Context: an optimization exercise on an open-source flow, tuned for small area, a short achievable clock period and few clock cycles. The choices shown serve that exercise and are no tape-out recipe.
In this exercise RTL edits were held to simulation tests only and were not proved equivalent to the original.
No activity file was given, so power comes from the tool's default toggle rates.

==> design/flow/constraint.sdc <==
create_clock -name core_clock -period 9.0 [get_ports {clk}]
set_input_delay 1.8000 -clock core_clock [delete_from_list [all_inputs] [get_ports {clk}]]
set_output_delay 1.8000 -clock core_clock [all_outputs]
set_load 0.01 [all_outputs]
==> design/flow/config.mk <==
export PLATFORM = sky130hd
export DESIGN_NAME = crc4pc
export DESIGN_NICKNAME = crc4pc
export VERILOG_FILES = /design/flow/design.v
export SDC_FILE = /design/flow/constraint.sdc
export NUM_CORES = 4
export LEC_CHECK = 0
export CAP_MARGIN = 20
export CORE_MARGIN = 2
export CORE_UTILIZATION = 30
export PLACE_DENSITY = 0.45
export SLEW_MARGIN = 20
==> design/flow/design.v <==
module crc4pc (
    input  wire        clk,
    input  wire        rst,
    input  wire        req_valid,
    input  wire        req_write,
    input  wire        req_mem,
    input  wire [7:0]  req_addr,
    input  wire [31:0] req_wdata,
    output wire        req_ready,
    output reg         rsp_valid,
    output reg  [31:0] rsp_rdata
);
    localparam [4:0] R_CMD          = 5'd0,
                     R_STATUS       = 5'd1,
                     R_CRC_START    = 5'd2,
                     R_CRC_BITS     = 5'd3,
                     R_CRC_VALUE_LO = 5'd4,
                     R_CRC_VALUE_HI = 5'd5,
                     R_CRC_RESULT   = 5'd6,
                     R_SRC_ADDR     = 5'd7,
                     R_SRC_LEN      = 5'd8,
                     R_NAME_ADDR    = 5'd9,
                     R_NAME_LEN     = 5'd10,
                     R_MSG_ADDR     = 5'd11,
                     R_MSG_LEN      = 5'd12,
                     R_DST_ADDR     = 5'd13,
                     R_HDR          = 5'd14,
                     R_HDR_FIELDS   = 5'd15,
                     R_RES_SIZE     = 5'd16,
                     R_RES_NAME     = 5'd17,
                     R_RES_MSG_ADDR = 5'd18,
                     R_RES_MSG_LEN  = 5'd19,
                     R_MEMSIZE      = 5'd20;
    localparam [3:0] E_OK        = 4'd0,
                     E_EMPTY     = 4'd1,
                     E_NAME_LONG = 4'd2,
                     E_TRUNC_HDR = 4'd3,
                     E_FLAG      = 4'd4,
                     E_LENGTH    = 4'd5,
                     E_TRUNC_PKT = 4'd6,
                     E_CHECKSUM  = 4'd7,
                     E_BITS      = 4'd10,
                     E_ADDR      = 4'd11,
                     E_ILLEGAL   = 4'd12;
    localparam [3:0] S_IDLE  = 4'd0,
                     S_RANGE = 4'd1,    
                     S_HL    = 4'd2,    
                     S_HS    = 4'd3,    
                     S_AN    = 4'd4,    
                     S_AC    = 4'd5,    
                     S_AW    = 4'd6,    
                     S_AH    = 4'd7,    
                     S_DR    = 4'd8,    
                     S_WAIT  = 4'd9;    
    localparam [1:0] X_RANGE = 2'd0,
                     X_DIS   = 2'd1,
                     X_ASM   = 2'd2;
    function [3:0] m1;
        input [3:0] x;
        m1 = ({4{x[0]}} & 4'h7) ^ ({4{x[1]}} & 4'hE) ^
             ({4{x[2]}} & 4'hB) ^ ({4{x[3]}} & 4'h1);
    endfunction
    function [3:0] mp;
        input [3:0] x;
        input [2:0] e;
        case (e)
            3'd1:    mp = m1(x);
            3'd2:    mp = m1(m1(x));
            3'd3:    mp = m1(m1(m1(x)));
            3'd4:    mp = m1(m1(m1(m1(x))));
            3'd5:    mp = m1(m1(m1(m1(m1(x)))));
            3'd6:    mp = m1(m1(m1(m1(m1(m1(x))))));
            default: mp = x;
        endcase
    endfunction
    function [3:0] bw;
        input [7:0] b;
        bw = m1(b[7:4]) ^ b[3:0];
    endfunction
    localparam [767:0] T_MOD7 = 768'h688d63446b1a2358d11ac688d63446b1a2358d11ac688d63446b1a2358d11ac688d63446b1a2358d11ac688d63446b1a2358d11ac688d63446b1a2358d11ac688d63446b1a2358d11ac688d63446b1a2358d11ac688d63446b1a2358d11ac688;
    function [2:0] mod7;
        input [7:0] x;
        mod7 = T_MOD7 >> (3 * x);
    endfunction
    localparam [191:0] T_E2X6 = 192'h159d10ace88567442b3a2159d10ace88567442b3a2159d10;
    function [2:0] e2x6;
        input [5:0] x;
        e2x6 = T_E2X6 >> (3 * x);
    endfunction
    localparam [47:0] T_E_2A = 48'h42b3a2159d10;
    function [2:0] e_2a;
        input [3:0] x;
        e_2a = T_E_2A >> (3 * x);
    endfunction
    localparam [47:0] T_E_M2A = 48'ha14c5d0a62e8;
    function [2:0] e_m2a;
        input [3:0] x;
        e_m2a = T_E_M2A >> (3 * x);
    endfunction
    localparam [47:0] T_E3Q = 48'h621ab310d598;
    function [2:0] e3q;
        input [3:0] x;
        e3q = T_E3Q >> (3 * x);
    endfunction
    localparam [383:0] T_E_NIBS = 384'h000000000000000000000000000000000000000000000002491248006db5b6c9236da491248006db5b6c9236da491248;
    function [2:0] e_nibs;
        input [6:0] x;
        e_nibs = T_E_NIBS >> (3 * x);
    endfunction
    localparam [191:0] T_ADD7T = 192'h1ac688d63446b1a2358d11ac688d63446b1a2358d11ac688;
    function [2:0] add7t;
        input [5:0] x;
        add7t = T_ADD7T >> (3 * x);
    endfunction
    localparam [191:0] T_SUB7T = 192'h053970c0a72eb814e597029c72e0534e5c0a29cb81053970;
    function [2:0] sub7t;
        input [5:0] x;
        sub7t = T_SUB7T >> (3 * x);
    endfunction
    function [2:0] add7;
        input [2:0] a;
        input [2:0] b;
        add7 = add7t({a, b});
    endfunction
    function [2:0] sub7;
        input [2:0] a;
        input [2:0] b;
        sub7 = sub7t({a, b});
    endfunction
    function in_range;
        input [31:0] a;
        input [31:0] n;
        in_range = (n == 32'd0) ||
                   (a[31:9] == 23'd0 && n[31:9] == 23'd0 &&
                    ({1'b0, a[8:0]} + {1'b0, n[8:0]}) <= 10'd256);
    endfunction
    reg [3:0]  status_err;
    reg        status_done;
    reg [3:0]  crc_start;
    reg [6:0]  crc_bits;
    reg [31:0] crc_value_lo;
    reg [31:0] crc_value_hi;
    reg [3:0]  crc_raw;         
    reg [2:0]  crc_exp;
    reg [31:0] src_addr;
    reg [31:0] src_len;
    reg [31:0] name_addr;
    reg [31:0] name_len;
    reg [31:0] msg_addr;
    reg [31:0] msg_len;
    reg [31:0] dst_addr;
    reg [15:0] hdr;
    reg [5:0]  res_size;
    reg [7:0]  res_name_addr;
    reg [7:0]  res_msg_addr;
    reg [4:0]  res_msg_len;
    wire [3:0] crc_result = mp(crc_raw, crc_exp);
    reg        busy;
    reg        bg;        
    reg [3:0]  st;
    reg [7:0]  ptr;       
    reg [3:0]  amt;       
    reg [3:0]  cnt;       
    reg [1:0]  dw;        
    reg        first;     
    reg [4:0]  mlo;       
    reg [4:0]  mhi;
    reg [2:0]  cexp;      
    reg [15:0] hw;        
    reg [2:0]  rfc;       
    reg [3:0]  wq;        
    reg [3:0]  a_n;       
    reg [4:0]  a_k;       
    reg [5:0]  a_size;    
    reg [7:0]  a_na;      
    reg [7:0]  a_dst;     
    reg [8:0]  a_kd0;     
    reg [8:0]  a_end;     
    reg [7:0]  a_dlt;     
    reg        a_desc;    
    reg [3:0]  a_q0;      
    reg [3:0]  a_qe;      
    reg [127:0] stg;      
    reg        xv;        
    reg [1:0]  xk;        
    reg        xfirst;    
    reg        xlast;     
    reg [1:0]  xw;        
    reg [3:0]  xa;        
    reg [15:0] xmask;     
    reg        xcorr;     
    reg [2:0]  xrf;       
    reg [63:0] xt;        
    reg [3:0]  acc;       
    reg [2:0]  rfp;       
    wire [4:0] slot = req_addr[6:2];
    wire conflict = req_mem ||
                    (req_write ? (slot == R_CMD || slot == R_HDR)
                               : (slot == R_CRC_RESULT || slot == R_HDR || slot == R_HDR_FIELDS));
    assign req_ready = !busy || (bg && !conflict);
    wire host_acc = req_valid && req_ready;
    wire host_mwr = req_valid && !busy && req_write && req_mem;
    wire host_rwr = host_acc && req_write && !req_mem;
    reg  [2047:0] memv;                   
    wire [7:0]  eaddr   = dcorr ? src_addr[7:0] : ptr;    
    wire [3:0]  ptr_hi1 = eaddr[7:4] + 4'd1;
    wire [127:0] bank_out;
    wire [63:0]  rowsel;                  
    genvar gb, gr;
    generate
        for (gb = 0; gb < 16; gb = gb + 1) begin : g_bank
            wire [127:0] col;
            for (gr = 0; gr < 16; gr = gr + 1) begin : g_row
                assign col[8*gr +: 8] = memv[8*(16*gr + gb) +: 8];
            end
            assign rowsel[4*gb +: 4] = !busy ? req_addr[7:4] :
                                       ((gb < ptr[3:0]) ? ptr_hi1 : eaddr[7:4]);
            assign bank_out[8*gb +: 8] = col[8*rowsel[4*gb +: 4] +: 8];
        end
    endgenerate
    wire [3:0]  c_asm = mp(acc, cexp);
    wire [7:0]  h0_asm = {a_k[0], a_n, 3'b101};
    wire        hdr_src = (st == S_AH) || (st == S_HS);
    wire        wr_st   = hdr_src || (st == S_AW);
    wire [7:0]  w_b0 = (st == S_HS) ? hdr[7:0]  : h0_asm;
    wire [7:0]  w_b1 = (st == S_HS) ? hdr[15:8] : {c_asm, a_k[4:1]};
    wire [127:0] rot_in = hdr_src ? {112'd0, w_b1, w_b0} :
                          (st == S_AW) ? stg : bank_out;
    wire [3:0]  ramt = !busy ? req_addr[3:0] : (wr_st ? amt : ptr[3:0]);
    wire [255:0] rot_dbl = {rot_in, rot_in} >> {ramt, 3'b000};
    wire [127:0] lane = rot_dbl[127:0];
    function [15:0] lanes;
        input [4:0] lo;
        input [4:0] hi;
        reg [31:0] th_hi;
        reg [31:0] th_lo;
        begin
            th_hi = {16'd0, 16'hFFFF} << hi;
            th_lo = {16'd0, 16'hFFFF} << lo;
            lanes = th_lo[15:0] & ~th_hi[15:0];
        end
    endfunction
    function [15:0] to_banks;
        input [15:0] m;
        input [3:0]  a;
        reg [31:0] d;
        begin
            d = {m, m} << a;
            to_banks = d[31:16];
        end
    endfunction
    wire [15:0] mlin = lanes(mlo, mhi);
    wire [15:0] mrot = to_banks(mlin, ptr[3:0]);
    wire        wact = (st == S_AC) || wr_st;
    wire [15:0] bvalid;
    wire [63:0] wrow;
    generate
        for (gb = 0; gb < 16; gb = gb + 1) begin : g_bv
            assign bvalid[gb] = !busy ? (host_mwr && req_addr[3:0] == gb) :
                                (wact && ((st == S_AC) ? mlin[gb] : mrot[gb]));
            assign wrow[4*gb +: 4] = (st == S_AC) ? wq : rowsel[4*gb +: 4];
        end
    endgenerate
    integer x;
    always @(posedge clk) begin
        for (x = 0; x < 256; x = x + 1) begin
            if (bvalid[x % 16] && wrow[4*(x % 16) +: 4] == (x / 16))
                memv[8*x +: 8] <= busy ? lane[8*(x % 16) +: 8] : req_wdata[7:0];
        end
    end
    integer y;
    always @(posedge clk) begin
        for (y = 0; y < 16; y = y + 1) begin
            if (st == S_AN && mrot[y])
                stg[8*y +: 8] <= bank_out[8*y +: 8];
        end
    end
    wire [63:0] tb;
    generate
        for (gb = 0; gb < 16; gb = gb + 1) begin : g_term
            assign tb[4*gb +: 4] = mp(bw(bank_out[8*gb +: 8]), (3 + 28 - 2*gb) % 7);
        end
    endgenerate
    wire [3:0]  dw_n   = hw[6:3];
    wire [4:0]  dw_m   = {hw[11:8], hw[7]};
    wire [5:0]  dw_sz  = 6'd2 + {2'd0, dw_n} + {1'b0, dw_m};
    wire [5:0]  dw_szm1 = dw_sz - 6'd1;
    wire [3:0]  dw_err = (hw[2:0] != 3'b101) ? E_FLAG :
                         (dw_n == 4'd0 || dw_m == 5'd0) ? E_LENGTH :
                         (src_len[31:6] == 26'd0 && src_len[5:0] < dw_sz) ? E_TRUNC_PKT : E_OK;
    wire [5:0]  dl_sz  = 6'd2 + {2'd0, lane[6:3]} + {1'b0, lane[11:8], lane[7]};
    reg         dk1;
    wire [5:0]  dw_rem = dw_sz - {dw, 4'd0};
    wire [4:0]  dw_hi  = (dw_rem[5:4] != 2'd0) ? 5'd16 : {1'b0, dw_rem[3:0]};
    wire        dw_last = (dw_szm1[5:4] == dw);
    wire        dcorr  = (st == S_DR) && (dw == 2'd1) && dk1;
    wire [15:0] dmask  = to_banks(dcorr ? lanes({1'b0, dw_sz[4:0]}, 5'd16) : lanes(5'd0, dw_hi), ptr[3:0]);
    wire [63:0] thi;
    wire [63:0] tlo;
    generate
        for (gb = 0; gb < 16; gb = gb + 1) begin : g_sum
            wire blo = (gb < xa);
            assign thi[4*gb +: 4] = (xmask[gb] && !blo) ? xt[4*gb +: 4] : 4'd0;
            assign tlo[4*gb +: 4] = (xmask[gb] &&  blo) ? xt[4*gb +: 4] : 4'd0;
        end
    endgenerate
    wire [3:0] shi = thi[3:0]   ^ thi[7:4]   ^ thi[11:8]  ^ thi[15:12] ^
                     thi[19:16] ^ thi[23:20] ^ thi[27:24] ^ thi[31:28] ^
                     thi[35:32] ^ thi[39:36] ^ thi[43:40] ^ thi[47:44] ^
                     thi[51:48] ^ thi[55:52] ^ thi[59:56] ^ thi[63:60];
    wire [3:0] slo = tlo[3:0]   ^ tlo[7:4]   ^ tlo[11:8]  ^ tlo[15:12] ^
                     tlo[19:16] ^ tlo[23:20] ^ tlo[27:24] ^ tlo[31:28] ^
                     tlo[35:32] ^ tlo[39:36] ^ tlo[43:40] ^ tlo[47:44] ^
                     tlo[51:48] ^ tlo[55:52] ^ tlo[59:56] ^ tlo[63:60];
    wire [3:0] usum = shi ^ mp(slo, 3'd3);
    wire [2:0]  dw_2s  = e_2a(src_addr[3:0]);
    wire [2:0]  dw_2sz = add7(add7(3'd4, e2x6({2'd0, dw_n})), e2x6({1'b0, dw_m}));
    wire [3:0]  dw_x   = mp(hw[15:12], sub7(3'd0, add7(dw_2sz, dw_2s))) ^
                         mp(hw[15:12], sub7(3'd5, dw_2s));
    wire [2:0] e_step  = (xk == X_RANGE) ? (xfirst ? sub7(3'd4, e_2a(xa)) : 3'd4) :
                         (xk == X_DIS) ? (xcorr ? 3'd0 : 3'd4) : sub7(rfp, xrf);
    wire [3:0] acc_src = (xk == X_DIS && xw == 2'd0) ? dw_x : acc;
    wire [3:0] acc_n   = mp(acc_src, e_step) ^ usum;
    wire [63:0] crc_value = {crc_value_hi, crc_value_lo};
    wire [63:0] vmask;
    wire [63:0] vterm;
    generate
        for (gb = 0; gb < 64; gb = gb + 1) begin : g_vm
            assign vmask[gb] = (crc_bits > gb);
        end
        for (gb = 0; gb < 16; gb = gb + 1) begin : g_vt
            assign vterm[4*gb +: 4] = mp(crc_value[4*gb +: 4] & vmask[4*gb +: 4], (gb + 1) % 7);
        end
    endgenerate
    wire [3:0] crcv = mp(crc_start, e_nibs(crc_bits)) ^
                      vterm[3:0]   ^ vterm[7:4]   ^ vterm[11:8]  ^ vterm[15:12] ^
                      vterm[19:16] ^ vterm[23:20] ^ vterm[27:24] ^ vterm[31:28] ^
                      vterm[35:32] ^ vterm[39:36] ^ vterm[43:40] ^ vterm[47:44] ^
                      vterm[51:48] ^ vterm[55:52] ^ vterm[59:56] ^ vterm[63:60];
    wire [3:0] hdr_ck = mp(bw(hdr[7:0]), 3'd3) ^ m1(hdr[11:8]);
    reg        hz_src_a, hz_src_l, hz_name_a, hz_name_l, hz_msg_a, hz_dst_a;   
    reg        z_src_l, z_name_l, z_msg_l;     
    reg        lt2_src_l;                      
    reg        big_name_l;                     
    reg        big_msg_l;                      
    reg [4:0]  r_asm_k;                        
    reg [5:0]  r_asm_size;                     
    wire [4:0] w_k   = (req_wdata[31:5] != 27'd0) ? 5'd31 : req_wdata[4:0];
    wire       w_hz  = (req_wdata[31:9] == 23'd0);
    wire       w_z   = (req_wdata == 32'd0);
    always @(posedge clk) begin
        if (rst) begin
            hz_src_a   <= 1'b1;
            hz_src_l   <= 1'b1;
            hz_name_a  <= 1'b1;
            hz_name_l  <= 1'b1;
            hz_msg_a   <= 1'b1;
            hz_dst_a   <= 1'b1;
            z_src_l    <= 1'b1;
            z_name_l   <= 1'b1;
            z_msg_l    <= 1'b1;
            lt2_src_l  <= 1'b1;
            big_name_l <= 1'b0;
            big_msg_l  <= 1'b0;
            r_asm_k    <= 5'd0;
            r_asm_size <= 6'd2;
        end else if (host_rwr) begin
            case (slot)
                R_SRC_ADDR:  hz_src_a  <= w_hz;
                R_SRC_LEN: begin
                    hz_src_l  <= w_hz;
                    z_src_l   <= w_z;
                    lt2_src_l <= (req_wdata[31:1] == 31'd0);
                end
                R_NAME_ADDR: hz_name_a <= w_hz;
                R_NAME_LEN: begin
                    hz_name_l  <= w_hz;
                    z_name_l   <= w_z;
                    big_name_l <= (req_wdata[31:4] != 28'd0);
                    r_asm_size <= 6'd2 + {2'd0, req_wdata[3:0]} + {1'b0, r_asm_k};
                end
                R_MSG_ADDR:  hz_msg_a  <= w_hz;
                R_MSG_LEN: begin
                    z_msg_l   <= w_z;
                    big_msg_l <= (req_wdata[31:5] != 27'd0);
                    r_asm_k   <= w_k;
                    r_asm_size <= 6'd2 + {2'd0, name_len[3:0]} + {1'b0, w_k};
                end
                R_DST_ADDR:  hz_dst_a  <= w_hz;
                default: ;
            endcase
        end
    end
    function in_range9;
        input [8:0] a;
        input [8:0] n;
        input       hz;        
        in_range9 = hz && ({1'b0, a} + {1'b0, n}) <= 10'd256;
    endfunction
    wire [4:0] asm_k    = r_asm_k;
    wire [5:0] asm_size = r_asm_size;
    wire [7:0] asm_h0   = {asm_k[0], name_len[3:0], 3'b101};
    wire [3:0] asm_hck  = mp(bw(asm_h0), 3'd3) ^ m1(asm_k[4:1]);
    wire [8:0] asm_kd0  = {1'b0, dst_addr[7:0]} + 9'd2 + {5'd0, name_len[3:0]};
    wire [8:0] asm_end  = {1'b0, dst_addr[7:0]} + {3'd0, asm_size};
    wire [8:0] asm_last = asm_end - 9'd1;
    wire       asm_desc = {1'b0, msg_addr[7:0]} < asm_kd0;
    wire [3:0] rng_pad = 4'd0 - src_len[3:0];
    wire [8:0] rng_lm1 = src_len[8:0] - 9'd1;
    function [4:0] clamp16;
        input [8:0] x;
        input [3:0] q;
        reg [9:0] v;
        begin
            v = {1'b0, x} - {2'd0, q, 4'd0};
            clamp16 = v[9] ? 5'd0 : (v[8:4] != 5'd0) ? 5'd16 : {1'b0, v[3:0]};
        end
    endfunction
    wire [3:0] wq_nx = a_desc ? wq - 4'd1 : wq + 4'd1;
    wire [2:0]  rf_name = sub7(e_2a(a_na[3:0]), 3'd4);
    wire [2:0]  rfc0 = add7(add7(e2x6({3'd0, mod7(a_dst)}), e3q(a_q0)),
                            e_2a(a_dlt[3:0]));
    wire        f_rng_src = z_src_l || in_range9(src_addr[8:0], src_len[8:0], hz_src_a && hz_src_l);
    wire        f_rng_hs  = in_range9(dst_addr[8:0], 9'd2, hz_dst_a);
    wire        f_rng_asm = in_range9(name_addr[8:0], name_len[8:0], hz_name_a && hz_name_l) &&
                            in_range9(msg_addr[8:0], {4'd0, asm_k}, hz_msg_a) &&
                            in_range9(dst_addr[8:0], {3'd0, asm_size}, hz_dst_a);
    wire        f_src0    = z_src_l;
    wire        f_srclt2  = lt2_src_l;
    wire        f_n0      = z_name_l;
    wire        f_nbig    = big_name_l;
    wire        f_m0      = z_msg_l;
    wire        f_mbig    = big_msg_l;
    wire [3:0]  rng_acc0 = mp(crc_start, e_m2a(rng_pad));
    wire [4:0]  q0_lo    = clamp16(a_kd0, a_q0);
    wire [4:0]  q0_hi    = clamp16(a_end, a_q0);
    wire [4:0]  qn_lo    = clamp16(a_kd0, wq_nx);
    wire [4:0]  qn_hi    = clamp16(a_end, wq_nx);
    wire [2:0]  cexp_nx  = add7(e2x6(a_size), add7(rfc, 3'd3));
    wire [2:0]  rfc_nx   = add7(rfc, a_desc ? 3'd4 : 3'd3);
    wire [2:0]  xa_2a    = e_2a(xa);
    reg [31:0] reg_rd;
    always @(*) begin
        case (slot)
            R_STATUS:       reg_rd = {27'd0, status_done, status_err};
            R_CRC_START:    reg_rd = {28'd0, crc_start};
            R_CRC_BITS:     reg_rd = {25'd0, crc_bits};
            R_CRC_VALUE_LO: reg_rd = crc_value_lo;
            R_CRC_VALUE_HI: reg_rd = crc_value_hi;
            R_CRC_RESULT:   reg_rd = {28'd0, crc_result};
            R_SRC_ADDR:     reg_rd = src_addr;
            R_SRC_LEN:      reg_rd = src_len;
            R_NAME_ADDR:    reg_rd = name_addr;
            R_NAME_LEN:     reg_rd = name_len;
            R_MSG_ADDR:     reg_rd = msg_addr;
            R_MSG_LEN:      reg_rd = msg_len;
            R_DST_ADDR:     reg_rd = dst_addr;
            R_HDR:          reg_rd = {16'd0, hdr};
            R_HDR_FIELDS:   reg_rd = {4'd0, hdr[15:12], 3'd0, hdr[11:7], 4'd0, hdr[6:3], 5'd0, hdr[2:0]};
            R_RES_SIZE:     reg_rd = {26'd0, res_size};
            R_RES_NAME:     reg_rd = {24'd0, res_name_addr};
            R_RES_MSG_ADDR: reg_rd = {24'd0, res_msg_addr};
            R_RES_MSG_LEN:  reg_rd = {27'd0, res_msg_len};
            R_MEMSIZE:      reg_rd = 32'd256;
            default:        reg_rd = 32'd0;
        endcase
    end
    always @(posedge clk) begin
        if (rst)
            rsp_valid <= 1'b0;
        else
            rsp_valid <= host_acc && !req_write;
        if (host_acc && !req_write)
            rsp_rdata <= req_mem ? {24'd0, lane[7:0]} : reg_rd;
    end
    always @(posedge clk) begin
        xt <= tb;
        if (rst) begin
            busy          <= 1'b0;
            bg            <= 1'b0;
            st            <= S_IDLE;
            xv            <= 1'b0;
            status_err    <= E_OK;
            status_done   <= 1'b0;
            crc_start     <= 4'd0;
            crc_bits      <= 7'd0;
            crc_value_lo  <= 32'd0;
            crc_value_hi  <= 32'd0;
            crc_raw       <= 4'd0;
            crc_exp       <= 3'd0;
            src_addr      <= 32'd0;
            src_len       <= 32'd0;
            name_addr     <= 32'd0;
            name_len      <= 32'd0;
            msg_addr      <= 32'd0;
            msg_len       <= 32'd0;
            dst_addr      <= 32'd0;
            hdr           <= 16'd0;
            res_size      <= 6'd0;
            res_name_addr <= 8'd0;
            res_msg_addr  <= 8'd0;
            res_msg_len   <= 5'd0;
        end else begin
            if (host_rwr) begin
                case (slot)
                    R_CMD: begin
                        status_done <= 1'b1;
                        status_err  <= E_OK;
                        case (req_wdata[3:0])
                            4'h0: ;
                            4'h1: begin
                                if (crc_bits > 7'd64) begin
                                    status_err <= E_BITS;
                                end else begin
                                    crc_raw <= crcv;
                                    crc_exp <= 3'd0;
                                end
                            end
                            4'h2: begin
                                if (!f_rng_src) begin
                                    status_err <= E_ADDR;
                                end else if (f_src0) begin
                                    crc_raw <= crc_start;
                                    crc_exp <= 3'd0;
                                end else begin
                                    busy  <= 1'b1;
                                    st    <= S_RANGE;
                                    ptr   <= src_addr[7:0] - {4'd0, rng_pad};
                                    mlo   <= {1'b0, rng_pad};
                                    mhi   <= 5'd16;
                                    first <= 1'b1;
                                    cnt   <= rng_lm1[7:4];
                                    acc   <= rng_acc0;
                                end
                            end
                            4'h3: begin
                                if (f_n0 || f_nbig || f_m0 || f_mbig)
                                    status_err <= E_LENGTH;
                                else
                                    hdr <= {4'd0, msg_len[4:0], name_len[3:0], 3'b101};
                            end
                            4'h4: hdr <= {crc_result, hdr[11:0]};
                            4'h5: begin
                                crc_raw <= hdr_ck;
                                crc_exp <= 3'd0;
                            end
                            4'h6: begin
                                if (!f_rng_src) begin
                                    status_err <= E_ADDR;
                                end else if (f_srclt2) begin
                                    status_err <= E_TRUNC_HDR;
                                end else begin
                                    busy <= 1'b1;
                                    st   <= S_HL;
                                    ptr  <= src_addr[7:0];
                                end
                            end
                            4'h7: begin
                                if (!f_rng_hs) begin
                                    status_err <= E_ADDR;
                                end else begin
                                    busy <= 1'b1;
                                    st   <= S_HS;
                                    ptr  <= dst_addr[7:0];
                                    amt  <= 4'd0 - dst_addr[3:0];
                                    mlo  <= 5'd0;
                                    mhi  <= 5'd2;
                                end
                            end
                            4'h8: begin
                                if (f_n0) begin
                                    status_err <= E_EMPTY;
                                end else if (f_nbig) begin
                                    status_err <= E_NAME_LONG;
                                end else if (f_m0) begin
                                    status_err <= E_EMPTY;
                                end else if (!f_rng_asm) begin
                                    status_err <= E_ADDR;
                                end else begin
                                    res_size      <= asm_size;
                                    res_name_addr <= dst_addr[7:0] + 8'd2;
                                    res_msg_addr  <= asm_kd0[7:0];
                                    res_msg_len   <= asm_k;
                                    busy   <= 1'b1;
                                    bg     <= 1'b1;
                                    st     <= S_AN;
                                    ptr    <= name_addr[7:0];
                                    mlo    <= 5'd0;
                                    mhi    <= {1'b0, name_len[3:0]};
                                    acc    <= asm_hck;
                                    rfp    <= 3'd0;
                                    a_n    <= name_len[3:0];
                                    a_k    <= asm_k;
                                    a_size <= asm_size;
                                    a_na   <= name_addr[7:0];
                                    a_dst  <= dst_addr[7:0];
                                    a_kd0  <= asm_kd0;
                                    a_end  <= asm_end;
                                    a_dlt  <= msg_addr[7:0] - asm_kd0[7:0];
                                    a_desc <= asm_desc;
                                    a_q0   <= asm_desc ? asm_last[7:4] : asm_kd0[7:4];
                                    a_qe   <= asm_desc ? asm_kd0[7:4] : asm_last[7:4];
                                end
                            end
                            4'h9: begin
                                if (!f_rng_src) begin
                                    status_err <= E_ADDR;
                                end else if (f_srclt2) begin
                                    status_err <= E_TRUNC_HDR;
                                end else begin
                                    busy <= 1'b1;
                                    st   <= S_DR;
                                    ptr  <= src_addr[7:0];
                                    dw   <= 2'd0;
                                end
                            end
                            default: status_err <= E_ILLEGAL;
                        endcase
                    end
                    R_CRC_START:    crc_start    <= req_wdata[3:0];
                    R_CRC_BITS:     crc_bits     <= req_wdata[6:0];
                    R_CRC_VALUE_LO: crc_value_lo <= req_wdata;
                    R_CRC_VALUE_HI: crc_value_hi <= req_wdata;
                    R_SRC_ADDR:     src_addr     <= req_wdata;
                    R_SRC_LEN:      src_len      <= req_wdata;
                    R_NAME_ADDR:    name_addr    <= req_wdata;
                    R_NAME_LEN:     name_len     <= req_wdata;
                    R_MSG_ADDR:     msg_addr     <= req_wdata;
                    R_MSG_LEN:      msg_len      <= req_wdata;
                    R_DST_ADDR:     dst_addr     <= req_wdata;
                    R_HDR:          hdr          <= req_wdata[15:0];
                    default: ;
                endcase
            end
            xv     <= 1'b0;
            xa     <= ptr[3:0];
            xmask  <= mrot;
            xcorr  <= 1'b0;
            xfirst <= first;
            xlast  <= (cnt == 4'd0);
            xw     <= dw;
            xrf    <= (st == S_AN) ? rf_name : rfc;
            if (busy) begin
                case (st)
                    S_RANGE: begin
                        xv    <= 1'b1;
                        xk    <= X_RANGE;
                        ptr   <= ptr + 8'd16;
                        cnt   <= cnt - 4'd1;
                        first <= 1'b0;
                        mlo   <= 5'd0;
                        if (cnt == 4'd0)
                            st <= S_WAIT;
                    end
                    S_HL: begin
                        hdr         <= {lane[15:8], lane[7:0]};
                        status_err  <= E_OK;
                        status_done <= 1'b1;
                        busy        <= 1'b0;
                        st          <= S_IDLE;
                    end
                    S_HS: begin
                        status_err  <= E_OK;
                        status_done <= 1'b1;
                        busy        <= 1'b0;
                        st          <= S_IDLE;
                    end
                    S_AN: begin
                        xv   <= 1'b1;
                        xk   <= X_ASM;
                        st   <= S_AC;
                        wq   <= a_q0;
                        ptr  <= {a_q0, 4'd0} + a_dlt;
                        rfc  <= rfc0;
                        mlo  <= q0_lo;
                        mhi  <= q0_hi;
                    end
                    S_AC: begin
                        xv <= 1'b1;
                        xk <= X_ASM;
                        if (wq == a_qe) begin
                            st   <= S_AW;
                            ptr  <= a_dst + 8'd2;
                            amt  <= a_na[3:0] - a_dst[3:0] - 4'd2;
                            mlo  <= 5'd0;
                            mhi  <= {1'b0, a_n};
                            cexp <= cexp_nx;
                        end else begin
                            wq  <= wq_nx;
                            ptr <= a_desc ? ptr - 8'd16 : ptr + 8'd16;
                            rfc <= rfc_nx;
                            mlo <= qn_lo;
                            mhi <= qn_hi;
                        end
                    end
                    S_AW: begin
                        st  <= S_AH;
                        ptr <= a_dst;
                        amt <= 4'd0 - a_dst[3:0];
                        mhi <= 5'd2;
                    end
                    S_AH: begin
                        hdr     <= {c_asm, a_k[4:1], a_k[0], a_n, 3'b101};
                        crc_raw <= c_asm;
                        crc_exp <= 3'd0;
                        busy    <= 1'b0;
                        bg      <= 1'b0;
                        st      <= S_IDLE;
                    end
                    S_DR: begin
                        xv  <= 1'b1;
                        xk  <= X_DIS;
                        ptr <= ptr + 8'd16;
                        dw  <= dw + 2'd1;
                        if (dw == 2'd0) begin
                            hw    <= {lane[15:8], lane[7:0]};
                            dk1   <= (dl_sz <= 6'd16);
                            xmask <= 16'hFFFF;
                            xlast <= 1'b0;
                        end else begin
                            xmask <= dmask;
                            xcorr <= dcorr;
                            xlast <= dcorr || dw_last;
                            if (dcorr || dw_last)
                                st <= S_WAIT;
                        end
                    end
                    default: ;
                endcase
            end
            if (xv) begin
                acc <= acc_n;
                if (xk == X_ASM)
                    rfp <= xrf;
                if (xk == X_RANGE && xlast) begin
                    crc_raw     <= acc_n;
                    crc_exp     <= xa_2a;
                    status_err  <= E_OK;
                    status_done <= 1'b1;
                    busy        <= 1'b0;
                    st          <= S_IDLE;
                    xv          <= 1'b0;
                end
                if (xk == X_DIS) begin
                    if (xw == 2'd0 && dw_err != E_OK) begin
                        status_err  <= dw_err;
                        status_done <= 1'b1;
                        busy        <= 1'b0;
                        st          <= S_IDLE;
                        xv          <= 1'b0;
                    end else if (xlast) begin
                        status_done <= 1'b1;
                        busy        <= 1'b0;
                        st          <= S_IDLE;
                        xv          <= 1'b0;
                        if (acc_n != 4'd0) begin
                            status_err <= E_CHECKSUM;
                        end else begin
                            status_err    <= E_OK;
                            hdr           <= hw;
                            crc_raw       <= hw[15:12];
                            crc_exp       <= 3'd0;
                            res_size      <= dw_sz;
                            res_name_addr <= src_addr[7:0] + 8'd2;
                            res_msg_addr  <= src_addr[7:0] + 8'd2 + {4'd0, dw_n};
                            res_msg_len   <= dw_m;
                        end
                    end
                end
            end
        end
    end
endmodule
==> design/flow/run.sh <==
#!/bin/bash
# synth_recipe.tcl (not shown) runs the flow's synth.tcl, then flattens the netlist and writes it again
# the make line also repeats each setting of config.mk as NAME=value (left out here)
make -C /OpenROAD-flow-scripts/flow DESIGN_CONFIG=/design/flow/config.mk WORK_HOME=/design/flow/orfs CLKGATE_MAP_FILE= SYNTH_SCRIPT=/design/flow/synth_recipe.tcl finish
==> implementation parameters, run 1 <==
Parameter                              Value

Floorplanning
  Area of the core ... 470000 um^2
  Ports placed on the boundary ... 79
  Vertical extent of the die ... 690 um
  Std-Cell Rows ... 252
  Die Outline Area ... 476000 um^2
  Die Wd ... 690 um
  Effective utilization at floorplan ... 30.1%

GRT
  Initial antenna violation count ... 21
  Via count of the first global-routing pass ... 99500
  First-pass GRT wire length ... 765000 um
  Overall track demand over capacity in global routing ... 22.1%
  Global-route congestion overflow total ... 0
  Largest net degree at the start of global routing ... 97

Status
  Run status ... complete, no violations

STA
  Timing-limited maximum frequency ... 119 MHz
  Count of final hold-check violations ... 0
  Actual transition at the worst max-transition pin ... 1.28 ns
  Setup clock skew after layout ... 0.106 ns
  Post-Route Setup TNS ... 0 ns
  Worst-case headroom to the max-slew limit ... 14.1%
  # setup viols final ... 0
  Total count of max-transition violations in the final report ... 0
  Ratio of final minimum period to clock period ... 93.5%
  Final Critical Period ... 8.41 ns
  RSZ-0062 raised after global routing ... no

Hold path
  Classification of the worst-slack hold path ... flop to flop
  Beginning of the worst hold path ... msg_addr[21]

Drt
  Vias after detailed routing ... 102000
  Wire per inst ... 29.8 um
  WL final ... 547000 um
  Number of DRC violations after detailed routing ... 0
  Mean number of vias per cell ... 5.52
  Routed Antenna Nets ... 0
  Number of optimization iterations in the first detailed-route pass ... 8
  Initial drt markers ... 11700

Logic synthesis
  Cell area after technology mapping ... 141000 um^2
  Commonest register cell after synthesis ... sky130_fd_sc_hd__edfxtp_1
  Synth Net Count ... 12100
  Count of cell types in the netlist ... 108
  YS warnings ... 1
  Largest area contributor in the synthesized netlist ... sky130_fd_sc_hd__edfxtp_1
  Fraction of post-synthesis cell area in the top cell type by area ... 50.2%
  Number of flip-flops and latches in the synthesized netlist ... 2812
  Largest cells by area after synthesis ... sky130_fd_sc_hd__edfxtp_1 (50%), sky130_fd_sc_hd__mux4_2 (8.5%), sky130_fd_sc_hd__dfxtp_1 (6.4%)
  Fraction of synthesis flops using an asynchronous set or reset pin ... 0%
  Number of synthesized flops with an enable pin ... 2363
  Synthesized instance count ... 11800
  Mean instance size in the synthesized netlist ... 12.0 um^2
  Sequential-to-total area share from yosys stat ... 56.6%

Setup path
  Cell Chain, Critical Path ... inv_1 > ha_1 > nor2_1 > o32ai_1 > nor2_1 > inv_1 > ha_1 > o22ai_1 > o32ai_2 > a211o_2 > xnor2_1 > mux2i_1 > a31o_2 > nand2_1 > a32oi_1 > a221oi_1 > nor3_4 > a21oi_1 > o31ai_2 > xor2_1 > and3_1 > o2111ai_4 > nor2_1 > a311oi_1
  Category of the worst setup path launch point ... flop
  Setup slack of the most critical reg-to-reg path ... 0.59 ns
  Worst Path Class, Setup ... flop to flop
  Endpoint kind of the worst setup timing path ... flop
  Biggest cell delay along the critical path ... 0.75 ns
  Worst R2R Start ... hw[8]
  Maximum fanout encountered on the critical timing path ... 15
  Most Frequent Cell on Critical Path ... sky130_fd_sc_hd__nor2_1
  Number of buffers and inverters on the critical path ... 2
  Origin of the worst setup path ... hw[8]
  Worst EP arrival ... 9.30 ns
  Worst endpoint required time ... 9.89 ns
  Cell type of the slowest stage on the worst timing path ... sky130_fd_sc_hd__o32ai_2
  Top Family by Delay on Critical Path ... compound AO/OA/AOI/OAI gates

Pwr
  Register share of total power ... 45.8%
  Sw power ... 8.74 mW
  Internal power summed over all cells ... 22.9 mW
  LEAKAGE ... 54.1 nW
  Power per unit of standard cell area ... 195 nW/um^2
  VDD IR max ... 309 uV
  Overall Power ... 31.6 mW
  Switching portion of total power ... 27.6%
  Share of power burned in the clock network ... 41.3%
  Combinational Power Share ... 12.8%

Placed design
  Port Buffer Count ... 78
  Placement Cell Area ... 151000 um^2
  Gp weighted congestion ... 0.999
  Placed cells ... 17800
  Half-perimeter wire length after placement ... 394000 um

CTS
  Buffers inserted during post-CTS setup optimization ... 0
  Clock input transition at the sequential cells of the worst setup and hold paths ... 0.06 ns
  Maximum buffer depth of the clock tree ... 4
  Clock tree from TritonCTS ... built
  Clock latency of the later-clocked register in the worst-skew pair ... 1.05 ns
  Hold buffer count at CTS ... 0
  Clock root buffer master ... sky130_fd_sc_hd__clkbuf_16
  CTS HTree Levels ... 5
  Clock Sink Count ... 2812
  Number of buffers created by CTS ... 323
  Count of instances resized after the clock tree is built ... 0

Final layout
  Total area of sequential cells ... 80000 um^2
  Commonest non-fill, non-tap cell in the layout ... sky130_fd_sc_hd__edfxtp_1
  Fraction of final layout cells sized beyond drive strength 1 ... 14.4%
  Leading cell types in the layout, fill and taps excluded ... sky130_fd_sc_hd__edfxtp_1 (2363), sky130_fd_sc_hd__nand2_1 (1735), sky130_fd_sc_hd__a21oi_1 (1036)
  Area used by multi-input combinational logic ... 58300 um^2
  Post-route insts no fill ... 18400
  Area added between synthesis and finish ... 14.6%
  Core utilization of the finished layout ... 34.4%
  Final instance area ... 162000 um^2
  Number of filler cells placed in the layout ... 45800
  Final Net Count ... 12200

Job
  Count of maximum capacitance violations ... 0
-- state kept, by name, summed over array words and instances (netlist names), 9 cells and up --
name,flops
memv,2048
src_addr,32
dst_addr,32
a_kd0,9
src_len,32
msg_addr,32
msg_len,32
crc_value_lo,32
rsp_rdata,32
stg,128
hw,16
a_end,9
name_len,32
crc_value_hi,32
xmask,16
hdr,16
name_addr,32
xt,64
-- power groups by stage --
| stage | Combinational [mW] | Clock (mW) | Sequential (mW) |
|---|---|---|---|
| detailed placement | 3.95 | 0 | 14.8 |
| floorplan | 2.21 | 0 | 14.6 |
| global route | 4.23 | 13.8 | 14.5 |
| CTS | 3.96 | 13.3 | 14.5 |
| finish | 4.05 | 13.1 | 14.5 |
| global placement | 3.94 | 0 | 14.8 |
-- tightest hold or removal path: stages, from the launching register on --
cell                      delay, ns
sky130_fd_sc_hd__dfxtp_1       0.30
sky130_fd_sc_hd__nand2_1       0.05
sky130_fd_sc_hd__a21oi_1       0.05
-- final timing paths --
check,cells past startpoint,endpoint
setup / recovery,24,res_name_addr[1]
hold / removal,2,msg_addr[21]
setup reg to reg,24,res_name_addr[1]
hold reg to reg,2,msg_addr[21]
-- per-stage QoR --
stage | hold slack, ns | worst slack, ns
3_3_place_gp | 0.441 | 0.435
4_1_cts | 0.455 | 0.651
6_report | 0.453 | 0.589
5_1_grt | 0.465 | 0.0614
2_1_floorplan | 0.406 | 2.01
3_5_place_dp | 0.447 | 0.453
-- cells in the mapped netlist, types with 27 or more instances --
cell                       instances
sky130_fd_sc_hd__nor2b_1         175
sky130_fd_sc_hd__nor4_1           44
sky130_fd_sc_hd__nand3_1         201
sky130_fd_sc_hd__nor3_1          133
sky130_fd_sc_hd__nor2_1          845
sky130_fd_sc_hd__a21o_1           58
sky130_fd_sc_hd__a22o_1           58
sky130_fd_sc_hd__a221oi_1         87
sky130_fd_sc_hd__mux4_2          534
sky130_fd_sc_hd__a21oi_1        1098
sky130_fd_sc_hd__mux2_2           60
sky130_fd_sc_hd__inv_1           222
sky130_fd_sc_hd__mux2i_1         622
sky130_fd_sc_hd__xnor2_1         389
sky130_fd_sc_hd__a22oi_1         109
sky130_fd_sc_hd__and2_1           49
sky130_fd_sc_hd__edfxtp_1       2363
sky130_fd_sc_hd__dfxtp_1         449
sky130_fd_sc_hd__buf_1           115
sky130_fd_sc_hd__o211ai_1         61
sky130_fd_sc_hd__o21a_1           31
sky130_fd_sc_hd__ha_1            221
sky130_fd_sc_hd__o22ai_1          54
sky130_fd_sc_hd__or2_2            29
sky130_fd_sc_hd__nand4_1          37
sky130_fd_sc_hd__or3_1            27
sky130_fd_sc_hd__buf_2            50
sky130_fd_sc_hd__a211oi_1        179
sky130_fd_sc_hd__o21ai_0         399
sky130_fd_sc_hd__nand2b_1         57
sky130_fd_sc_hd__a222oi_1         29
sky130_fd_sc_hd__clkbuf_1        624
sky130_fd_sc_hd__nand2_1        1743
sky130_fd_sc_hd__and3_1           39
sky130_fd_sc_hd__a31oi_1         104
sky130_fd_sc_hd__xor2_1          140
-- area by class of cell --
type	count	share of cell area, %
antenna	17	0.0263
clock buffer	409	5.28
clock inverter	176	1.14
inverter	228	0.531
multi-input combinational	7984	36.0
sequential	2812	49.4
tap	6223	4.81
timing repair buffer	538	2.83
-- cells by family (layout without fill, tap and decap cells) --
group / Yosys count / after routing / synth area share (%)
and+or+nand+nor: 3433 / 3433 / 10.4
DFF: 2812 / 2812 / 56.6
AOI/OAI and AO/OA: 2559 / 2559 / 11.3
muxes: 1221 / 1221 / 13.5
buffers and inverters: 1026 / 1351 / 2.80
xor gates and xnor gates: 529 / 529 / 3.28
adders and majority gates: 242 / 242 / 2.21
other: 0 / 17 / 0
-- layer usage --
metal	track usage (%)	share of wire, %
met2	36.2	47
met1	29.1	42
met4	10.1	5.2
met5	0	0.0062
met3	3.25	6.3
Testbench counts, summed over its fixed seeds: cycles 10,183.
==> inputs of run 2 (changes only) <==
--- a/design/flow/design.v
+++ b/design/flow/design.v
@@ -202,8 +202,7 @@
     wire host_mwr = req_valid && !busy && req_write && req_mem;
     wire host_rwr = host_acc && req_write && !req_mem;
     reg  [2047:0] memv;                   
-    wire [7:0]  eaddr   = dcorr ? src_addr[7:0] : ptr;    
-    wire [3:0]  ptr_hi1 = eaddr[7:4] + 4'd1;
+    wire [3:0]  ptr_hi1 = ptr[7:4] + 4'd1;
     wire [127:0] bank_out;
     wire [63:0]  rowsel;                  
     genvar gb, gr;
@@ -214,7 +213,7 @@
                 assign col[8*gr +: 8] = memv[8*(16*gr + gb) +: 8];
             end
             assign rowsel[4*gb +: 4] = !busy ? req_addr[7:4] :
-                                       ((gb < ptr[3:0]) ? ptr_hi1 : eaddr[7:4]);
+                                       ((gb < ptr[3:0]) ? ptr_hi1 : ptr[7:4]);
             assign bank_out[8*gb +: 8] = col[8*rowsel[4*gb +: 4] +: 8];
         end
     endgenerate
@@ -288,13 +287,14 @@
     wire [3:0]  dw_err = (hw[2:0] != 3'b101) ? E_FLAG :
                          (dw_n == 4'd0 || dw_m == 5'd0) ? E_LENGTH :
                          (src_len[31:6] == 26'd0 && src_len[5:0] < dw_sz) ? E_TRUNC_PKT : E_OK;
-    wire [5:0]  dl_sz  = 6'd2 + {2'd0, lane[6:3]} + {1'b0, lane[11:8], lane[7]};
-    reg         dk1;
+    reg         dcor;      
+    reg  [3:0]  derr_r;    
+    reg  [3:0]  dtgt;      
+    wire        dk1    = (dw_sz[5:4] == 2'd0) || (dw_sz == 6'd16);    
     wire [5:0]  dw_rem = dw_sz - {dw, 4'd0};
     wire [4:0]  dw_hi  = (dw_rem[5:4] != 2'd0) ? 5'd16 : {1'b0, dw_rem[3:0]};
     wire        dw_last = (dw_szm1[5:4] == dw);
-    wire        dcorr  = (st == S_DR) && (dw == 2'd1) && dk1;
-    wire [15:0] dmask  = to_banks(dcorr ? lanes({1'b0, dw_sz[4:0]}, 5'd16) : lanes(5'd0, dw_hi), ptr[3:0]);
+    wire [15:0] dmask  = to_banks(dcor ? lanes({1'b0, dw_sz[4:0]}, 5'd16) : lanes(5'd0, dw_hi), ptr[3:0]);
     wire [63:0] thi;
     wire [63:0] tlo;
     generate
@@ -317,9 +317,11 @@
     wire [2:0]  dw_2sz = add7(add7(3'd4, e2x6({2'd0, dw_n})), e2x6({1'b0, dw_m}));
     wire [3:0]  dw_x   = mp(hw[15:12], sub7(3'd0, add7(dw_2sz, dw_2s))) ^
                          mp(hw[15:12], sub7(3'd5, dw_2s));
+    wire [2:0]  dw_e4k = (dw_szm1[5:4] == 2'd0) ? 3'd4 : (dw_szm1[5:4] == 2'd1) ? 3'd1 : 3'd5;
+    wire [3:0]  dw_tgt = mp(dw_x, dw_e4k);
     wire [2:0] e_step  = (xk == X_RANGE) ? (xfirst ? sub7(3'd4, e_2a(xa)) : 3'd4) :
                          (xk == X_DIS) ? (xcorr ? 3'd0 : 3'd4) : sub7(rfp, xrf);
-    wire [3:0] acc_src = (xk == X_DIS && xw == 2'd0) ? dw_x : acc;
+    wire [3:0] acc_src = (xk == X_DIS && xw == 2'd0) ? 4'd0 : acc;
     wire [3:0] acc_n   = mp(acc_src, e_step) ^ usum;
     wire [63:0] crc_value = {crc_value_hi, crc_value_lo};
     wire [63:0] vmask;
@@ -501,6 +503,19 @@
             res_msg_addr  <= 8'd0;
             res_msg_len   <= 5'd0;
         end else begin
+            if (!busy) begin
+                a_n    <= name_len[3:0];
+                a_k    <= asm_k;
+                a_size <= asm_size;
+                a_na   <= name_addr[7:0];
+                a_dst  <= dst_addr[7:0];
+                a_kd0  <= asm_kd0;
+                a_end  <= asm_end;
+                a_dlt  <= msg_addr[7:0] - asm_kd0[7:0];
+                a_desc <= asm_desc;
+                a_q0   <= asm_desc ? asm_last[7:4] : asm_kd0[7:4];
+                a_qe   <= asm_desc ? asm_kd0[7:4] : asm_last[7:4];
+            end
             if (host_rwr) begin
                 case (slot)
                     R_CMD: begin
@@ -589,17 +604,6 @@
                                     mhi    <= {1'b0, name_len[3:0]};
                                     acc    <= asm_hck;
                                     rfp    <= 3'd0;
-                                    a_n    <= name_len[3:0];
-                                    a_k    <= asm_k;
-                                    a_size <= asm_size;
-                                    a_na   <= name_addr[7:0];
-                                    a_dst  <= dst_addr[7:0];
-                                    a_kd0  <= asm_kd0;
-                                    a_end  <= asm_end;
-                                    a_dlt  <= msg_addr[7:0] - asm_kd0[7:0];
-                                    a_desc <= asm_desc;
-                                    a_q0   <= asm_desc ? asm_last[7:4] : asm_kd0[7:4];
-                                    a_qe   <= asm_desc ? asm_kd0[7:4] : asm_last[7:4];
                                 end
                             end
                             4'h9: begin
@@ -612,6 +616,7 @@
                                     st   <= S_DR;
                                     ptr  <= src_addr[7:0];
                                     dw   <= 2'd0;
+                                    dcor <= 1'b0;
                                 end
                             end
                             default: status_err <= E_ILLEGAL;
@@ -708,20 +713,23 @@
                         st      <= S_IDLE;
                     end
                     S_DR: begin
-                        xv  <= 1'b1;
                         xk  <= X_DIS;
                         ptr <= ptr + 8'd16;
                         dw  <= dw + 2'd1;
                         if (dw == 2'd0) begin
                             hw    <= {lane[15:8], lane[7:0]};
-                            dk1   <= (dl_sz <= 6'd16);
+                            xv    <= 1'b1;
                             xmask <= 16'hFFFF;
                             xlast <= 1'b0;
+                        end else if (dw == 2'd1 && dk1) begin
+                            dcor <= 1'b1;
+                            ptr  <= src_addr[7:0];
                         end else begin
+                            xv    <= 1'b1;
                             xmask <= dmask;
-                            xcorr <= dcorr;
-                            xlast <= dcorr || dw_last;
-                            if (dcorr || dw_last)
+                            xcorr <= dcor;
+                            xlast <= dcor || dw_last;
+                            if (dcor || dw_last)
                                 st <= S_WAIT;
                         end
                     end
@@ -741,19 +749,19 @@
                     st          <= S_IDLE;
                     xv          <= 1'b0;
                 end
-                if (xk == X_DIS) begin
-                    if (xw == 2'd0 && dw_err != E_OK) begin
-                        status_err  <= dw_err;
-                        status_done <= 1'b1;
-                        busy        <= 1'b0;
-                        st          <= S_IDLE;
-                        xv          <= 1'b0;
-                    end else if (xlast) begin
-                        status_done <= 1'b1;
-                        busy        <= 1'b0;
-                        st          <= S_IDLE;
-                        xv          <= 1'b0;
-                        if (acc_n != 4'd0) begin
+                if (xk == X_DIS && xw == 2'd0) begin
+                    derr_r <= dw_err;
+                    dtgt   <= dw_tgt;
+                end
+                if (xk == X_DIS && xlast) begin
+                    status_done <= 1'b1;
+                    busy        <= 1'b0;
+                    st          <= S_IDLE;
+                    xv          <= 1'b0;
+                    if (derr_r != E_OK) begin
+                        status_err <= derr_r;
+                    end else begin
+                        if (acc_n != dtgt) begin
                             status_err <= E_CHECKSUM;
                         end else begin
                             status_err    <= E_OK;
==> run 2 against run 1 <==
Net effect: still clean; sequential cell count grew 7; largest cell class unchanged; global-route usage shrank 0.11 points; highest routed layer unchanged; non-clock buffer count grew 83; register-to-register slack gained 0.76 ns; sequential power is essentially flat; critical endpoint is now memv[1422]; synthesized area is essentially flat.
==> implementation parameters, run 2 <==
Parameter                              Value

Floorplanning
  Area of the core ... 468000 um^2
  Ports placed on the boundary ... 79
  Vertical extent of the die ... 690 um
  Die Wd ... 690 um
  Die Outline Area ... 476000 um^2
  Std-Cell Rows ... 251
  Effective utilization at floorplan ... 30.2%

Pwr
  Power per unit of standard cell area ... 196 nW/um^2
  Register share of total power ... 45.5%
  LEAKAGE ... 54.4 nW
  Share of power burned in the clock network ... 41.7%
  Internal power summed over all cells ... 23.3 mW
  VDD IR max ... 202 uV
  Switching portion of total power ... 27.0%
  Combinational Power Share ... 12.8%
  Sw power ... 8.61 mW

Drt
  WL final ... 547000 um
  Wire per inst ... 29.7 um
  Number of optimization iterations in the first detailed-route pass ... 10
  Vias after detailed routing ... 103000
  Initial drt markers ... 13000
  Routed Antenna Nets ... 0
  Number of DRC violations after detailed routing ... 0
  Mean number of vias per cell ... 5.59

Logic synthesis
  Commonest register cell after synthesis ... sky130_fd_sc_hd__edfxtp_1
  Fraction of post-synthesis cell area in the top cell type by area ... 50.4%
  Number of synthesized flops with an enable pin ... 2370
  Largest cells by area after synthesis ... sky130_fd_sc_hd__edfxtp_1 (50%), sky130_fd_sc_hd__mux4_2 (8.4%), sky130_fd_sc_hd__dfxtp_1 (6.4%)
  Synthesized instance count ... 11800
  YS warnings ... 1
  Count of cell types in the netlist ... 108
  Number of flip-flops and latches in the synthesized netlist ... 2819
  Most instantiated library cell after synthesis ... sky130_fd_sc_hd__edfxtp_1
  Synth Net Count ... 12100
  Largest area contributor in the synthesized netlist ... sky130_fd_sc_hd__edfxtp_1
  Sequential-to-total area share from yosys stat ... 56.8%
  Fraction of synthesis flops using an asynchronous set or reset pin ... 0%
  Mean instance size in the synthesized netlist ... 12.0 um^2
  Cell area after technology mapping ... 141000 um^2
  Most common library cells after synthesis ... sky130_fd_sc_hd__edfxtp_1 (2370), sky130_fd_sc_hd__nand2_1 (1664), sky130_fd_sc_hd__a21oi_1 (1032)

CTS
  Clock latency of the later-clocked register in the worst-skew pair ... 1.00 ns
  Clock root buffer master ... sky130_fd_sc_hd__clkbuf_16
  Clock input transition at the sequential cells of the worst setup and hold paths ... 0.06 ns
  Number of buffers created by CTS ... 326
  CTS HTree Levels ... 5
  Count of instances resized after the clock tree is built ... 0
  Hold buffer count at CTS ... 0
  Maximum buffer depth of the clock tree ... 4
  Buffers inserted during post-CTS setup optimization ... 0
  Clock tree from TritonCTS ... built
  Clock Sink Count ... 2819

GRT
  Largest net degree at the start of global routing ... 204
  Overall track demand over capacity in global routing ... 22.0%
  Global-route congestion overflow total ... 0
  Initial antenna violation count ... 28
  Via count of the first global-routing pass ... 98900
  First-pass GRT wire length ... 762000 um

Final layout
  Fraction of final layout cells sized beyond drive strength 1 ... 15.4%
  Final Net Count ... 12200
  Core utilization of the finished layout ... 34.8%
  Commonest non-fill, non-tap cell in the layout ... sky130_fd_sc_hd__edfxtp_1
  Largest register by flop count ... memv
  Area added between synthesis and finish ... 15.2%
  Largest registers in the final layout ... memv x2048, stg x128, xt x64
  Leading cell types in the layout, fill and taps excluded ... sky130_fd_sc_hd__edfxtp_1 (2370), sky130_fd_sc_hd__nand2_1 (1657), sky130_fd_sc_hd__a21oi_1 (985)
  Max reg flops ... 2048

Job
  Count of maximum capacitance violations ... 0

STA
  Total count of max-transition violations in the final report ... 0
  Worst-case headroom to the max-slew limit ... 11.2%
  Final Critical Period ... 7.65 ns
  Post-Route Setup TNS ... 0 ns
  Actual transition at the worst max-transition pin ... 1.33 ns
  RSZ-0062 raised after global routing ... no
  # setup viols final ... 0
  Ratio of final minimum period to clock period ... 85.0%
  Timing-limited maximum frequency ... 131 MHz
  Count of final hold-check violations ... 0
  Setup clock skew after layout ... 0.118 ns

Hold path
  Classification of the worst-slack hold path ... flop to flop
  Worst hold path cell count ... 2

Setup path
  Cell type of the slowest stage on the worst timing path ... sky130_fd_sc_hd__ha_1
  Worst EP arrival ... 8.38 ns
  Biggest cell delay along the critical path ... 1.11 ns
  Worst endpoint required time ... 9.73 ns
  Depth of the worst register-to-register path ... 19
  Maximum fanout encountered on the critical timing path ... 19
  Endpoint kind of the worst setup timing path ... flop
  Worst Path Class, Setup ... flop to flop
  Category of the worst setup path launch point ... flop
  Cell Chain, Critical Path ... inv_2 > ha_1 > buf_4 > mux2i_1 > a21oi_4 > buf_4 > mux4_2 > mux2i_1 > a21oi_1 > buf_4 > nand2_1 > a21oi_1 > mux2i_1 > mux2_2 > o21ai_0 > a21oi_1 > buf_4 > a21oi_1 > buf_12

Placed design
  Gp weighted congestion ... 0.997
  Port Buffer Count ... 78
  Half-perimeter wire length after placement ... 388000 um

Status
  Run status ... complete, no violations
-- run 2: changes by cell type in the layout (fill, tap and decap cells not counted), moves of 38 or more --
cell,previous run,this run
sky130_fd_sc_hd__buf_4,431,507
sky130_fd_sc_hd__a222oi_1,29,67
sky130_fd_sc_hd__nand3_1,200,125
sky130_fd_sc_hd__a21oi_1,1036,985
sky130_fd_sc_hd__o21ai_1,39,92
sky130_fd_sc_hd__nand2_1,1735,1657
sky130_fd_sc_hd__mux2i_1,620,568
sky130_fd_sc_hd__o21ai_0,370,467
-- run 2: metal layers --
metal	GRT usage, %	share of wire (%)	vias up
li1	-	-	44500
met1	29.8	42	52500
met2	34.6	45	4771
met3	4.68	8.5	965
met4	8.43	4.4	10
met5	0	0.014	-
-- run 2: cell type report --
type	instances	area, um^2
inverters	232	875
repair buffers	621	5250
diodes	10	25.0
flip-flops and latches	2819	80200
clock inverters	154	1760
multi-input cells	7920	58000
fillers	45600	305000
clock buffers	427	8830
well taps	6198	7750
-- run 2: per-stage QoR --
step / total power [mW] / std cells / setup slack [ns] / hold slack [ns] / instance area [um^2]
after floorplan: 16.9 / 11800 / 2.63 / 0.406 / 141000
after global routing: 32.8 / 18400 / 0.938 / 0.473 / 163000
final: 31.9 / 18400 / 1.35 / 0.453 / 163000
after CTS: 32.1 / 18400 / 1.54 / 0.454 / 163000
after detailed placement: 18.8 / 17800 / 0.812 / 0.446 / 152000
after global placement: 18.7 / 17800 / 0.293 / 0.441 / 152000
-- run 2: final timing paths --
kind	slack, ns	startpoint	end
max	1.35	ptr[4]	memv[1422]
min	0.45	name_addr[31]	name_addr[31]
max reg2reg	1.35	ptr[4]	memv[1422]
min reg2reg	0.45	name_addr[31]	name_addr[31]
-- run 2: kinds of logic (layout without fill, tap and decap cells) --
kind of cell               Yosys count  in the layout  share of synthesized area, %
buffers and inverters             1049           1434                          2.87
and+or+nand+nor                   3306           3306                          10.1
DFF                               2819           2819                          56.8
adders and majority gates          227            227                          2.08
other                                0             10                             0
muxes                             1194           1194                          13.2
AOI/OAI and AO/OA                 2657           2657                          11.7
xor gates and xnor gates           536            536                          3.35
-- run 2: critical path, delay by kind of cell, from the launching register on --
kind,cells,cell delay [ns]
compound gates,6,2.56
buf+inv,6,2.07
fa+ha+maj,1,1.11
mux,5,1.11
flops,1,0.39
simple gates,1,0.07
-- run 2: power by group through the flow --
stage | Combinational [mW] | Sequential (mW) | Clock [mW]
2_1_floorplan | 2.28 | 14.6 | 0
3_3_place_gp | 3.96 | 14.8 | 0
3_5_place_dp | 3.99 | 14.8 | 0
4_1_cts | 4.00 | 14.5 | 13.6
5_1_grt | 4.23 | 14.5 | 14.1
6_report | 4.08 | 14.5 | 13.3
Testbench counts of run 2, summed over its fixed seeds: cycles 10,205.
==> inputs of run 3 (changes only) <==
--- a/design/flow/config.mk
+++ b/design/flow/config.mk
@@ -7,6 +7,7 @@
 export LEC_CHECK = 0
 export CAP_MARGIN = 20
 export CORE_MARGIN = 2
-export CORE_UTILIZATION = 30
-export PLACE_DENSITY = 0.45
+export CORE_UTILIZATION = 45
+export PLACE_DENSITY = 0.6
+export SETUP_SLACK_MARGIN = 2.5
 export SLEW_MARGIN = 20
==> run 3 against run 2 <==
Net effect: largest power group unchanged; largest cell class unchanged; critical path type unchanged; via count rose by 1.3%; sequential power barely moved; core utilization rose by 17 points; design area fell by 1.5%; synthesized area did not move; maximum frequency rose by 15%; final cell count fell by 11%; clock skew fell by 0.025 ns; total power fell by 2.4%; register-to-register slack improved by 0.98 ns; combinational power rose by 2%; sequential cell count did not move.
==> implementation parameters, run 3 <==
Parameter                              Value

Setup path
  Most Frequent Cell on Critical Path ... sky130_fd_sc_hd__buf_4
  Category of the worst setup path launch point ... flop
  Maximum fanout encountered on the critical timing path ... 20
  Cell Chain, Critical Path ... buf_6 > ha_1 > inv_1 > buf_4 > or3_1 > a31oi_1 > buf_4 > mux2i_1 > nand2_1 > a21oi_2 > mux2i_1 > mux2_2 > mux2i_1 > a21oi_1 > buf_4 > a21oi_1 > buf_4
  Endpoint kind of the worst setup timing path ... flop
  Biggest cell delay along the critical path ... 0.75 ns
  Worst endpoint required time ... 9.73 ns
  Cell type of the slowest stage on the worst timing path ... sky130_fd_sc_hd__a31oi_1
  Origin of the worst setup path ... ptr[4]
  Worst R2R Start ... ptr[4]
  Worst Path Class, Setup ... flop to flop
  Worst EP arrival ... 7.40 ns

STA
  Worst-case headroom to the max-slew limit ... 17.5%
  Final WS setup ... 2.33 ns
  Post-Route Setup TNS ... 0 ns
  # setup viols final ... 0
  Setup clock skew after layout ... 0.0931 ns
  RSZ-0062 raised after global routing ... yes
  Count of final hold-check violations ... 0
  Final Critical Period ... 6.67 ns
  Actual transition at the worst max-transition pin ... 1.24 ns
  Timing-limited maximum frequency ... 150 MHz
  Total count of max-transition violations in the final report ... 0
  Ratio of final minimum period to clock period ... 74.1%

Logic synthesis
  Number of flip-flops and latches in the synthesized netlist ... 2819
  Adder-Cell Fraction of Synth Area ... 2.08%
  Largest cells by area after synthesis ... sky130_fd_sc_hd__edfxtp_1 (50%), sky130_fd_sc_hd__mux4_2 (8.4%), sky130_fd_sc_hd__dfxtp_1 (6.4%)
  Commonest register cell after synthesis ... sky130_fd_sc_hd__edfxtp_1
  Count of cell types in the netlist ... 108
  Largest family of logic cells by synthesized area ... multiplexers
  YS warnings ... 1
  Largest area contributor in the synthesized netlist ... sky130_fd_sc_hd__edfxtp_1
  Cell area after technology mapping ... 141000 um^2
  Fraction of synthesis flops using an asynchronous set or reset pin ... 0%
  Fraction of synthesized area in multiplexers ... 13.2%
  Most instantiated library cell after synthesis ... sky130_fd_sc_hd__edfxtp_1
  Mean instance size in the synthesized netlist ... 12.0 um^2
  Most common library cells after synthesis ... sky130_fd_sc_hd__edfxtp_1 (2370), sky130_fd_sc_hd__nand2_1 (1664), sky130_fd_sc_hd__a21oi_1 (1032)
  Share of synthesized cell area in and, or, nand and nor gates ... 10.1%
  Synthesized-area fraction occupied by ao, oa, aoi and oai cells ... 11.7%
  Sequential-to-total area share from yosys stat ... 56.8%
  Area share of xor/xnor cells in the synthesized design ... 3.35%
  Synth Net Count ... 12100
  Synthesized instance count ... 11800
  Fraction of post-synthesis cell area in the top cell type by area ... 50.4%
  Number of synthesized flops with an enable pin ... 2370

Final layout
  Area used by multi-input combinational logic ... 58800 um^2
  Commonest non-fill, non-tap cell in the layout ... sky130_fd_sc_hd__edfxtp_1
  Total area of sequential cells ... 80200 um^2
  Final Net Count ... 12200
  Number of filler cells placed in the layout ... 26600
  Area added between synthesis and finish ... 13.5%
  Largest register by flop count ... memv
  Max reg flops ... 2048
  Fraction of final layout cells sized beyond drive strength 1 ... 16.5%
  Largest registers in the final layout ... memv x2048, stg x128, xt x64
  Leading cell types in the layout, fill and taps excluded ... sky130_fd_sc_hd__edfxtp_1 (2370), sky130_fd_sc_hd__nand2_1 (1649), sky130_fd_sc_hd__a21oi_1 (960)

Drt
  Vias after detailed routing ... 104000
  WL final ... 525000 um
  Routed Antenna Nets ... 0
  Number of optimization iterations in the first detailed-route pass ... 7
  Wire per inst ... 32.2 um
  Mean number of vias per cell ... 6.38
  Initial drt markers ... 14600
  Number of DRC violations after detailed routing ... 0

CTS
  Clock latency of the later-clocked register in the worst-skew pair ... 0.97 ns
  Clock Sink Count ... 2819
  Clock root buffer master ... sky130_fd_sc_hd__clkbuf_16
  CTS HTree Levels ... 5
  Hold buffer count at CTS ... 0
  Number of buffers created by CTS ... 304
  Clock input transition at the sequential cells of the worst setup and hold paths ... 0.06 ns
  Clock tree from TritonCTS ... built
  Maximum buffer depth of the clock tree ... 4

Job
  Count of maximum capacitance violations ... 0

Placed design
  Port Buffer Count ... 78
  Half-perimeter wire length after placement ... 368000 um
  Gp weighted congestion ... 1.02
  Dpl ws ... 0.315 ns

Pwr
  Power per unit of standard cell area ... 194 nW/um^2
  VDD IR max ... 356 uV
  LEAKAGE ... 54.2 nW

Floorplanning
  Effective utilization at floorplan ... 45.2%
  Area of the core ... 312000 um^2
  Vertical extent of the die ... 564 um
  Die Outline Area ... 318000 um^2
  Std-Cell Rows ... 205
  Die Wd ... 564 um
  Ports placed on the boundary ... 79

Hold path
  Beginning of the worst hold path ... dst_addr[23]
  Classification of the worst-slack hold path ... flop to flop

GRT
  Largest net degree at the start of global routing ... 123
  Global-route congestion overflow total ... 0
  Overall track demand over capacity in global routing ... 32.2%
  Via count of the first global-routing pass ... 98800
  Initial antenna violation count ... 30
  First-pass GRT wire length ... 734000 um

Status
  Run status ... complete, no violations
[run 3: area by class of cell]
type                            count  share of cell area [%]
Sequential cell                  2819                    50.0
Timing Repair inverter              1                 0.00312
Multi-Input combinational cell   7932                    36.7
Clock inverter                    149                    1.01
Inverter                          232                   0.553
Tap cell                         4140                    3.23
Antenna cell                       19                  0.0297
Clock buffer                      386                    5.05
Timing Repair Buffer              634                    3.38
[run 3: repair_timing]
item,in CTS,in global routing
setup buffers,60,25
setup endpoints to repair,2118,1250
gates cloned,9,4
gates resized for setup,98,70
pin swaps,14,8
[run 3: report_power, final]
part,internal (mW),switching [mW],leakage (nW)
Combinational,1.42,2.73,24.4
Clock,7.13,5.33,4.75
Sequential,14.3,0.251,25.1
[run 3: cell families (layout without fill, tap and decap cells)]
kind of cell               count (synthesis)  in the layout
adders and majority gates                227            227
DFF                                     2819           2819
AOI/OAI and AO/OA                       2657           2668
and+or+nand+nor                         3306           3307
muxes                                   1194           1194
buffers and inverters                   1049           1402
other                                      0             19
xor gates and xnor gates                 536            536
[run 3: worst paths after layout]
| path | endpoint | slack [ns] | cells after the start |
|---|---|---|---|
| setup / recovery | memv[1281] | 2.33 | 17 |
| hold / removal | dst_addr[23] | 0.45 | 2 |
| setup reg to reg | memv[1281] | 2.33 | 17 |
| hold reg to reg | dst_addr[23] | 0.45 | 2 |
[run 3: stage by stage]
stage	util [%]	hold slack [ns]	power (mW)	std cells	instance area [um^2]
after floorplan	-	0.406	16.9	11800	141000
after global placement	47.5	0.441	18.6	15600	148000
after detailed placement	47.6	0.447	18.6	15700	149000
after CTS	51.1	0.454	31.1	16300	159000
after global routing	51.3	0.466	31.9	16300	160000
final	51.3	0.453	31.2	16300	160000
[run 3: metal layers]
| layer | track usage [%] | vias to the layer above | wire length, um |
|---|---|---|---|
| li1 | - | 44500 | - |
| met1 | 42.8 | 52500 | 205000 |
| met2 | 49.6 | 5844 | 237000 |
| met3 | 7.26 | 1217 | 53300 |
| met4 | 16.2 | 14 | 30500 |
| met5 | 0 | - | 92 |
[run 3: worst max-delay path, delay by kind of cell, from the launching register on]
kind            cells  cell delay (ns)
mux                 4             1.87
flops               1             0.41
buf+inv             6             1.54
fa+ha+maj           1             0.52
compound gates      4             1.55
simple gates        2             0.49

[static timing again, ports no longer ideal]
The flow's constraints put no driver on any port. The routed layouts listed below were extracted and timed again, unchanged, in two steps.
Step 1, drivers: a clkbuf_16 drives clk and a buf_2 each remaining input, both assumed.
Step 2 also shifts input and output timing later by t, the mid clock arrival at the registers, as if the neighbouring blocks saw the same clock.
Three values: ideal ports, drivers, drivers and shift; two values: the first two.
| run | t (ns) | setup slack, ns | worst hold slack (ns) | latest minus earliest clock arrival (ns) | worst register clock-pin slew, ns |
|---|---|---|---|---|---|
| run 1 | 1.117 | 0.589 / 0.589 / 0.396 | 0.453 / 0.453 / 0.453 | 0.114 / 0.114 | 0.08 / 0.08 |
| run 2 | 1.059 | 1.350 / 1.350 / 0.497 | 0.453 / 0.453 / 0.453 | 0.122 / 0.122 | 0.07 / 0.07 |
| run 3 | 1.026 | 2.327 / 2.327 / 1.390 | 0.453 / 0.453 / 0.453 | 0.093 / 0.094 | 0.07 / 0.07 |
After both steps every run listed still meets setup and hold. For run 3, which loses most, drivers alone change the setup slack by 0.000 ns; drivers and shift together by -0.937 ns.
